Background: an optimization exercise with open tools, aiming at small area, a short achievable clock period and few clock cycles. Do not read the settings as production practice.
In this exercise RTL edits were held to simulation tests only and were not proved equivalent to the original.

==> inputs of raven <==
Design stepstick_motion, start of the top module:
module stepstick_motion (
    input  wire        clk,
    input  wire        rst,           
    input  wire        cmd_valid,
    output wire        cmd_ready,
    input  wire [1:0]  cmd_op,
    input  wire [31:0] cmd_arg,
    output reg         rsp_valid,
    output wire [7:0]  rsp_status,
    output wire [47:0] rsp_data
);
    localparam [1:0] OP_INIT      = 2'd0;
    localparam [1:0] OP_MICROSTEP = 2'd1;
    localparam [1:0] OP_SPEED     = 2'd2;
    localparam [1:0] OP_ANGLE     = 2'd3;
    localparam [22:0] DV1 = 23'd1406250;    
    localparam [22:0] DV2 = 23'd2812500;
    localparam [22:0] DV3 = 23'd4218750;
    localparam [19:0] C7  = 20'd703125;     
    localparam [35:0] KK  = 36'haab2aaab0;
    localparam [1:0] S_FIRST = 2'd0;
    localparam [1:0] S_RUN   = 2'd1;
    localparam [1:0] S_FIN   = 2'd2;
    reg        hs;
    reg [15:0] steps;
    reg [3:0]  ms;
    reg [34:0] cc;
    reg [3:0]  smsb;     
    reg        snz;      
    reg        rdy;
    reg [1:0]  st;
    reg [1:0]  op;
    reg [31:0] mr;       
    reg        ob;       
    reg [35:0] S;        
    reg [35:0] C;        
    reg [7:0]  lS, lC;   
    reg        ln;       
    reg [4:0]  cnt;
    reg [5:0]  ix;       
    reg [1:0]  tp;       
    reg [7:0]  Ut;       
    reg        p;        
    reg [1:0]  dif;      
    reg [2:0]  dpv;      
    reg [1:0]  tpv;      
    reg        pend;     
    reg        s2, s01;  
    assign cmd_ready  = rdy;
    assign rsp_status = {5'd0, s2, s01, s01};
    assign rsp_data   = {13'd0, S[34:0]};
    function [2:0] bdec(input [2:0] b);
        bdec = {b[2], (b[2] & ~b[1] & ~b[0]) | (~b[2] & b[1] & b[0]), b[1] ^ b[0]};
    endfunction
    function [11:0] bdec4(input [8:0] b);
        bdec4 = {bdec(b[8:6]), bdec(b[6:4]), bdec(b[4:2]), bdec(b[2:0])};
    endfunction
    function [37:0] bsel(input [2:0] d, input [34:0] x);
  ...
==> flow/config.mk <==
export PLATFORM = sky130hd
export DESIGN_NAME = stepstick_motion
export DESIGN_NICKNAME = stepstick_motion
export VERILOG_FILES = /design/flow/design.v
export SDC_FILE = /design/flow/constraint.sdc
export NUM_CORES = 4
export LEC_CHECK = 0
export ABC_AREA = 1
export CAP_MARGIN = 30
export CORE_MARGIN = 2
export CORE_UTILIZATION = 50
export PLACE_DENSITY = 0.7
export SETUP_SLACK_MARGIN = 3.5
export SLEW_MARGIN = 30
==> flow/constraint.sdc <==
create_clock -name core_clock -period 7.0 [get_ports {clk}]
set_input_delay 1.4000 -clock core_clock [delete_from_list [all_inputs] [get_ports {clk}]]
set_output_delay 1.4000 -clock core_clock [all_outputs]
set_load 0.01 [all_outputs]
run.sh (not shown) runs the stock make flow with config.mk's settings and CLKGATE_MAP_FILE= SYNTH_SCRIPT=/design/flow/synth_recipe.tcl, a recipe that flattens the netlist after the stock synthesis.
==> tundra: changes against raven <==
--- a/flow/design.v
+++ b/flow/design.v
@@ -167,17 +167,16 @@
     wire [5:0]  At0 = (hsum >= 7'd45) ? hsum - 7'd45 : hsum[5:0];
     wire [5:0]  At  = mr[24:19];
     wire [18:0] Al  = mr[18:0];
     wire [7:0]  A3  = {ob, mr[31:25]};
     wire [23:0] q   = {C[35:19], S[35:29]};
     wire [5:0]  Rt  = S[28:23];
     wire [3:0]  Pt  = S[22:19];
     wire [18:0] Ls  = S[18:0];
-    wire [18:0] Lc  = C[18:0];
     wire [7:0]  A30 = {2'd0, At0} + {1'b0, At0, 1'b0};
     wire [5:0]  Atx = (st == S_FIRST) ? At0 : At;
     wire [7:0]  A3x = (st == S_FIRST) ? A30 : A3;
     wire [7:0]  Utn = tpn[1] ? (tpn[0] ? A3x : {1'b0, Atx, 1'b0}) : (tpn[0] ? {2'b0, Atx} : 8'd0);
     wire [8:0]  T9  = {1'b0, Rt, 2'b00} + {3'b0, Pt, 2'b00} + {1'b0, Ut};
     reg  [2:0]  ad;
     reg  [5:0]  atr;
     always @(*) begin
@@ -185,42 +184,24 @@
         else if (T9 >= 9'd270) begin ad = 3'd6; atr = T9 - 9'd270; end
         else if (T9 >= 9'd225) begin ad = 3'd5; atr = T9 - 9'd225; end
         else if (T9 >= 9'd180) begin ad = 3'd4; atr = T9 - 9'd180; end
         else if (T9 >= 9'd135) begin ad = 3'd3; atr = T9 - 9'd135; end
         else if (T9 >= 9'd90)  begin ad = 3'd2; atr = T9 - 9'd90;  end
         else if (T9 >= 9'd45)  begin ad = 3'd1; atr = T9 - 9'd45;  end
         else                   begin ad = 3'd0; atr = T9[5:0];     end
     end
-    wire [22:0] o1  = {2'd0, Ls, 2'b00};
-    wire [22:0] o2  = {2'd0, Lc, 2'b00};
-    wire [22:0] o3  = tp[1] ? {3'd0, Al, 1'b0} : 23'd0;
-    wire [22:0] o4  = tp[0] ? {4'd0, Al} : 23'd0;
-    wire [22:0] x1  = o1 ^ o2 ^ o3;
-    wire [22:0] y1  = {((o1 & o2) | (o1 & o3) | (o2 & o3)), 1'b0};
-    wire [22:0] x2  = x1 ^ y1 ^ o4;
-    wire [22:0] y2  = {((x1 & y1) | (x1 & o4) | (y1 & o4)), 1'b0};
-    wire [3:0]  ptn = x2[22:19] + y2[22:19];
+    wire [21:0] lsum = {1'b0, Ls, 2'b00} + (tp[1] ? {2'd0, Al, 1'b0} : 22'd0)
+                     + (tp[0] ? {3'd0, Al} : 22'd0);
+    wire [3:0]  ptn = {1'b0, lsum[21:19]};
     wire [23:0] qa  = q + {21'd0, p, 2'b00};
     wire [23:0] qn  = {qa[21:0], ad[1:0]};
     wire [4:0]  dval = {1'b0, dif, 2'b00} + {3'd0, tpv} - {2'd0, dpv};
     wire [1:0]  dupd = pend ? ((dval >= 5'd3) ? 2'd3 : dval[1:0]) : dif;
-    reg  [17:0] pg, pp_;
-    integer  lv, j;
-    always @(*) begin
-        pg  = Ls[17:0] & Lc[17:0];
-        pp_ = Ls[17:0] ^ Lc[17:0];
-        for (lv = 1; lv < 18; lv = lv * 2)
-            for (j = 17; j >= lv; j = j - 1) begin
-                pg[j]  = pg[j] | (pp_[j] & pg[j - lv]);
-                pp_[j] = pp_[j] & pp_[j - lv];
-            end
-    end
-    wire        c18  = pg[17];
-    wire [1:0]  u    = {(Ls[18] & Lc[18]) | ((Ls[18] ^ Lc[18]) & c18), Ls[18] ^ Lc[18] ^ c18};
+    wire [1:0]  u    = {1'b0, Ls[18]};
     wire [6:0]  vt   = {1'b0, Rt} + {3'd0, Pt};
     wire        rnd  = (vt >= 7'd23) | ((u != 2'd0) & (vt >= 7'd22)) | ((u == 2'd3) & (vt >= 7'd21));
     wire [23:0] qb   = qa + 24'd1;
     wire        czero = (dupd == {1'b0, rnd});
     function sbit(input [15:0] s, input [5:0] k);
         sbit = k[5] ? 1'b0 : s[k[3:0]];
     endfunction
     wire [4:0]  nb   = {1'b0, smsb} + 5'd9 - {1'b0, ms};      
@@ -335,18 +316,18 @@
                             pend <= 1'b0;
                             ix  <= ixn;
                             tp  <= tpn;
                             Ut  <= Utn;
                             cnt <= nb[4:1];
                             st  <= (snz && nb[4:1] != 4'd0) ? S_RUN : S_FIN;
                         end
                     end else if (st == S_RUN) begin
-                        S   <= {qn[6:0], atr, ptn, x2[18:0]};
-                        C   <= {qn[23:7], y2[18:0]};
+                        S   <= {qn[6:0], atr, ptn, lsum[18:0]};
+                        C   <= {qn[23:7], 19'd0};
                         p   <= ad[2];
                         dif <= dupd;
                         dpv <= ad;
                         tpv <= tp;
                         pend <= 1'b1;
                         ix  <= ixn;
                         tp  <= tpn;
                         Ut  <= Utn;
==> lagoon: changes against raven <==
--- a/flow/design.v
+++ b/flow/design.v
@@ -29,22 +29,20 @@
     reg        snz;      
     reg        rdy;
     reg [1:0]  st;
     reg [1:0]  op;
     reg [31:0] mr;       
     reg        ob;       
     reg [35:0] S;        
     reg [35:0] C;        
-    reg [7:0]  lS, lC;   
-    reg        ln;       
+    reg [1:0]  cy;       
     reg [4:0]  cnt;
     reg [5:0]  ix;       
     reg [1:0]  tp;       
-    reg [7:0]  Ut;       
     reg        p;        
     reg [1:0]  dif;      
     reg [2:0]  dpv;      
     reg [1:0]  tpv;      
     reg        pend;     
     reg        s2, s01;  
     assign cmd_ready  = rdy;
     assign rsp_status = {5'd0, s2, s01, s01};
@@ -62,39 +60,36 @@
             bsel = {d[2], ~d[2], d[2] ? ~mag : mag};
         end
     endfunction
     reg  [11:0] bd;      
     wire [37:0] be0 = bsel(bd[2:0], cc);
     wire [37:0] be1 = bsel(bd[5:3], cc);
     wire [37:0] be2 = bsel(bd[8:6], cc);
     wire [37:0] be3 = bsel(bd[11:9], cc);
-    wire [9:0]  low = {2'd0, lS} + {2'd0, lC} + {3'd0, ln, 6'd0};
-    wire        cya = low[9] | low[8];      
-    wire        cyb = low[9];
     wire [43:0] oa = {8'd0, S};
     wire [43:0] ob_ = {8'd0, C};
     wire [43:0] oc = {7'd0, be0[36:0]};
     wire [43:0] od = {5'd0, be1[36:0], 1'b0, be0[37]};
-    wire [43:0] oe = {3'd0, be2[36:0], 1'b0, be1[37], 2'b00};
+    wire [43:0] oe = {3'd0, be2[36:0], 1'b0, be1[37], cy};
     wire [43:0] of = {1'b0, be3[36:0], 1'b0, be2[37], 4'd0};
     wire [43:0] sa = oa ^ ob_ ^ oc;
     wire [43:0] ca = {((oa & ob_) | (oa & oc) | (ob_ & oc)), 1'b0};
     wire [43:0] sb = od ^ oe ^ of;
-    wire [43:0] cb = {((od & oe) | (od & of) | (oe & of)), cyb};
+    wire [43:0] cb = {((od & oe) | (od & of) | (oe & of)), 1'b0};
     wire [43:0] sc = sa ^ ca ^ sb;
-    wire [43:0] ccv = {((sa & ca) | (sa & sb) | (ca & sb)), cya};
+    wire [43:0] ccv = {((sa & ca) | (sa & sb) | (ca & sb)), 1'b0};
     wire [43:0] s2v = sc ^ ccv ^ cb;
     wire [43:0] c2s = {((sc & ccv) | (sc & cb) | (ccv & cb)), 1'b0};
-    wire [35:0] fs  = S ^ C ^ KK;
-    wire [35:0] fc  = {((S & C) | (S & KK) | (C & KK)), cyb};
-    wire [24:0] wlo = {1'b0, fs[23:0]} + {1'b0, fc[23:0]} + {24'd0, cya};
-    wire [11:0] fsh = fs[35:24];
-    wire [11:0] fch = fc[35:24];
-    wire        v_ovf = ((fsh ^ fch) != {fsh[10:0] | fch[10:0], wlo[24]});
+    wire [9:0]  low = {2'd0, s2v[7:0]} + {2'd0, c2s[7:0]} + {3'd0, be3[37], 6'd0};
+    wire [35:0] kc  = KK | {34'd0, cy};
+    wire [35:0] fs  = S ^ C ^ kc;
+    wire [35:0] fc  = {((S & C) | (S & kc) | (C & kc)), 1'b0};
+    wire [35:0] wv  = fs + fc;
+    wire        v_ovf = |wv[35:24];
     reg  [5:0]  hr1;
     always @(*) begin
         hr1 = 6'd0;
         case (cmd_arg[31:26])
             6'd0: hr1 = 6'd0;
             6'd1: hr1 = 6'd38;
             6'd2: hr1 = 6'd31;
             6'd3: hr1 = 6'd24;
@@ -168,20 +163,17 @@
     wire [5:0]  At  = mr[24:19];
     wire [18:0] Al  = mr[18:0];
     wire [7:0]  A3  = {ob, mr[31:25]};
     wire [23:0] q   = {C[35:19], S[35:29]};
     wire [5:0]  Rt  = S[28:23];
     wire [3:0]  Pt  = S[22:19];
     wire [18:0] Ls  = S[18:0];
     wire [18:0] Lc  = C[18:0];
-    wire [7:0]  A30 = {2'd0, At0} + {1'b0, At0, 1'b0};
-    wire [5:0]  Atx = (st == S_FIRST) ? At0 : At;
-    wire [7:0]  A3x = (st == S_FIRST) ? A30 : A3;
-    wire [7:0]  Utn = tpn[1] ? (tpn[0] ? A3x : {1'b0, Atx, 1'b0}) : (tpn[0] ? {2'b0, Atx} : 8'd0);
+    wire [7:0]  Ut  = tp[1] ? (tp[0] ? A3 : {1'b0, At, 1'b0}) : (tp[0] ? {2'b0, At} : 8'd0);
     wire [8:0]  T9  = {1'b0, Rt, 2'b00} + {3'b0, Pt, 2'b00} + {1'b0, Ut};
     reg  [2:0]  ad;
     reg  [5:0]  atr;
     always @(*) begin
         if      (T9 >= 9'd315) begin ad = 3'd7; atr = T9 - 9'd315; end
         else if (T9 >= 9'd270) begin ad = 3'd6; atr = T9 - 9'd270; end
         else if (T9 >= 9'd225) begin ad = 3'd5; atr = T9 - 9'd225; end
         else if (T9 >= 9'd180) begin ad = 3'd4; atr = T9 - 9'd180; end
@@ -249,19 +241,17 @@
             rsp_valid <= 1'b0;
             if (rdy) begin
                 op  <= cmd_op;
                 mr  <= (cmd_op == OP_ANGLE) ? {1'b0, hr1, hr2, cmd_arg[18:0]} : cmd_arg;
                 ob  <= 1'b0;
                 bd  <= bdec4({cmd_arg[7:0], 1'b0});
                 S   <= {4'd0, ~cmd_arg[31], {31{cmd_arg[31]}}};
                 C   <= 36'd0;
-                lS  <= 8'd0;
-                lC  <= 8'd0;
-                ln  <= 1'b0;
+                cy  <= 2'd0;
                 st  <= S_FIRST;
                 if (cmd_valid) rdy <= 1'b0;
             end else begin
                 S <= s2v[43:8];
                 C <= c2s[43:8];
                 case (op)
                 OP_INIT, OP_MICROSTEP: begin
                     if (st == S_FIRST) begin
@@ -296,65 +286,61 @@
                             rsp_valid <= 1'b1; s2 <= 1'b0; s01 <= 1'b0; rdy <= 1'b1;
                         end
                     end
                 end
                 OP_SPEED: begin
                     if (st == S_FIRST && !hs) begin
                         rsp_valid <= 1'b1; s2 <= 1'b0; s01 <= 1'b1; rdy <= 1'b1;
                     end else if (st == S_FIN) begin
-                        S <= {12'd0, ~wlo[23], wlo[22:0]};
+                        S <= {12'd0, ~wv[23], wv[22:0]};
                         rsp_valid <= 1'b1; s2 <= v_ovf; s01 <= 1'b0; rdy <= 1'b1;
                     end else begin
                         S   <= s2v[43:8];
                         C   <= c2s[43:8];
-                        lS  <= s2v[7:0];
-                        lC  <= c2s[7:0];
-                        ln  <= be3[37];
+                        cy  <= low[9:8];
                         mr  <= {8'd0, mr[31:8]};
                         bd  <= bdec4(mr[15:7]);
                         if (st == S_FIRST) begin
                             cnt <= 5'd3;
                             st  <= S_RUN;
                         end else begin
                             cnt <= cnt - 5'd1;
                             if (cnt == 5'd1) st <= S_FIN;
                         end
                     end
                 end
                 default: begin  
                     if (st == S_FIRST) begin
                         if (!hs) begin
                             rsp_valid <= 1'b1; s2 <= 1'b0; s01 <= 1'b1; rdy <= 1'b1;
                         end else begin
-                            {ob, mr[31:25]} <= A30;
+                            {ob, mr[31:25]} <= {2'd0, At0} + {1'b0, At0, 1'b0};
                             mr[24:19] <= At0;
                             S   <= (snz & nb[0]) ? {17'd0, Al} : 36'd0;
                             S[28:23] <= (snz & nb[0]) ? At0 : 6'd0;
                             C   <= 36'd0;
                             p   <= 1'b0;
                             dif <= {1'b0, snz & nb[0]};
                             pend <= 1'b0;
                             ix  <= ixn;
                             tp  <= tpn;
-                            Ut  <= Utn;
                             cnt <= nb[4:1];
                             st  <= (snz && nb[4:1] != 4'd0) ? S_RUN : S_FIN;
                         end
                     end else if (st == S_RUN) begin
                         S   <= {qn[6:0], atr, ptn, x2[18:0]};
                         C   <= {qn[23:7], y2[18:0]};
                         p   <= ad[2];
                         dif <= dupd;
                         dpv <= ad;
                         tpv <= tp;
                         pend <= 1'b1;
                         ix  <= ixn;
                         tp  <= tpn;
-                        Ut  <= Utn;
                         cnt <= cnt - 5'd1;
                         if (cnt == 5'd1) st <= S_FIN;
                     end else begin
                         S <= czero ? 36'd0 : {12'd0, rnd ? qb : qa};
                         rsp_valid <= 1'b1; s2 <= 1'b0; s01 <= 1'b0; rdy <= 1'b1;
                     end
                 end
                 endcase
==> flow/config.mk (replaced) <==
export PLATFORM = sky130hd
export DESIGN_NAME = stepstick_motion
export DESIGN_NICKNAME = stepstick_motion
export VERILOG_FILES = /design/flow/design.v
export SDC_FILE = /design/flow/constraint.sdc
export NUM_CORES = 4
export LEC_CHECK = 0
export CAP_MARGIN = 20
export CORE_MARGIN = 2
export CORE_UTILIZATION = 40
export PLACE_DENSITY = 0.6
export SETUP_SLACK_MARGIN = 3.0
export SLEW_MARGIN = 20
==> impl_metrics.env <==
export IMPL_synth_simple_area_share_pct=21.1
export IMPL_grt_first_pass_wirelength_um=175000
export IMPL_critPathCapture="Ut[6]"
export IMPL_wl_met2_um=48900
export IMPL_synth_top_cell_by_area="edfxtp_1"
export IMPL_fin_util_pct=61.3
export IMPL_wl_met1_um=43900
export IMPL_ctsResizeCount=310
export IMPL_worstMarginPinSlew_ns=1.02
export IMPL_synth_compound_area_share_pct=17.9
export IMPL_status="complete, no violations"
export IMPL_antenna_found_initial=4
export IMPL_num_clock_buffers=35
export IMPL_period_minus_slack_ns=4.01
export IMPL_die_area_um2=59500
export IMPL_synthXorXnorAreaFrac_pct=7.26
export IMPL_cpMostUsedCell="nor2_1"
[end of results for tundra]
==> impl_metrics.env <==
export IMPL_num_clock_buffers=33
export IMPL_cpMostUsedCell="ha_1"
export IMPL_critPathCapture="S[18]"
export IMPL_grt_first_pass_wirelength_um=174000
export IMPL_period_minus_slack_ns=4.46
export IMPL_synth_top_cell_by_area="fa_1"
export IMPL_synthXorXnorAreaFrac_pct=8.52
export IMPL_status="complete, no violations"
export IMPL_ctsResizeCount=178
export IMPL_fin_util_pct=47.5
export IMPL_wl_met1_um=46700
export IMPL_wl_met2_um=51000
export IMPL_synth_compound_area_share_pct=22.0
export IMPL_synth_simple_area_share_pct=14.4
export IMPL_die_area_um2=71300
export IMPL_antenna_found_initial=2
[end of results for lagoon]
==> impl_metrics.env <==
export IMPL_wl_met2_um=48500
export IMPL_worstMarginPinSlew_ns=1.10
export IMPL_ctsResizeCount=222
export IMPL_synth_top_cell_by_area="edfxtp_1"
export IMPL_wl_met1_um=43300
export IMPL_status="complete, no violations"
export IMPL_synth_simple_area_share_pct=20.8
export IMPL_antenna_found_initial=1
export IMPL_synth_compound_area_share_pct=17.3
export IMPL_fin_util_pct=58.3
export IMPL_critPathCapture="S[19]"
export IMPL_synthXorXnorAreaFrac_pct=6.87
export IMPL_num_clock_buffers=32
export IMPL_cpMostUsedCell="nand2_1"
[end of results for raven]
Testbench counts of raven, summed over its fixed seeds: cycles 26,747.
Testbench counts of tundra, summed over its fixed seeds: cycles 26,747.
Testbench counts of lagoon, summed over its fixed seeds: cycles 26,747.

-- static timing again, ports no longer ideal --
Ports are ideal in the flow. The routed layouts listed here were re-timed in OpenROAD. Step 1 (the two cells are an assumption about what drives the block):
set clk [get_ports {clk}]
set_driving_cell -lib_cell sky130_fd_sc_hd__clkbuf_16 $clk
set_driving_cell -lib_cell sky130_fd_sc_hd__buf_2 [delete_from_list [all_inputs] $clk]
Step 2 times the ports against the registers' clock, not the clock port: input delays grow and output delays shrink by t, the midpoint of the rising clock arrivals with the driver on. Three values: no drivers, after step 1, after step 2; two values: the first two.
| run | t (ns) | setup slack, ns | latest minus earliest clock arrival (ns) |
|---|---|---|---|
| raven | 0.647 | 2.669 / 2.669 / 2.669 | 0.014 / 0.015 |
| tundra | 0.636 | 2.989 / 2.989 / 2.989 | 0.018 / 0.018 |
| lagoon | 0.640 | 2.537 / 2.537 / 2.537 | 0.028 / 0.028 |
After both steps setup and hold are still met in every run listed.
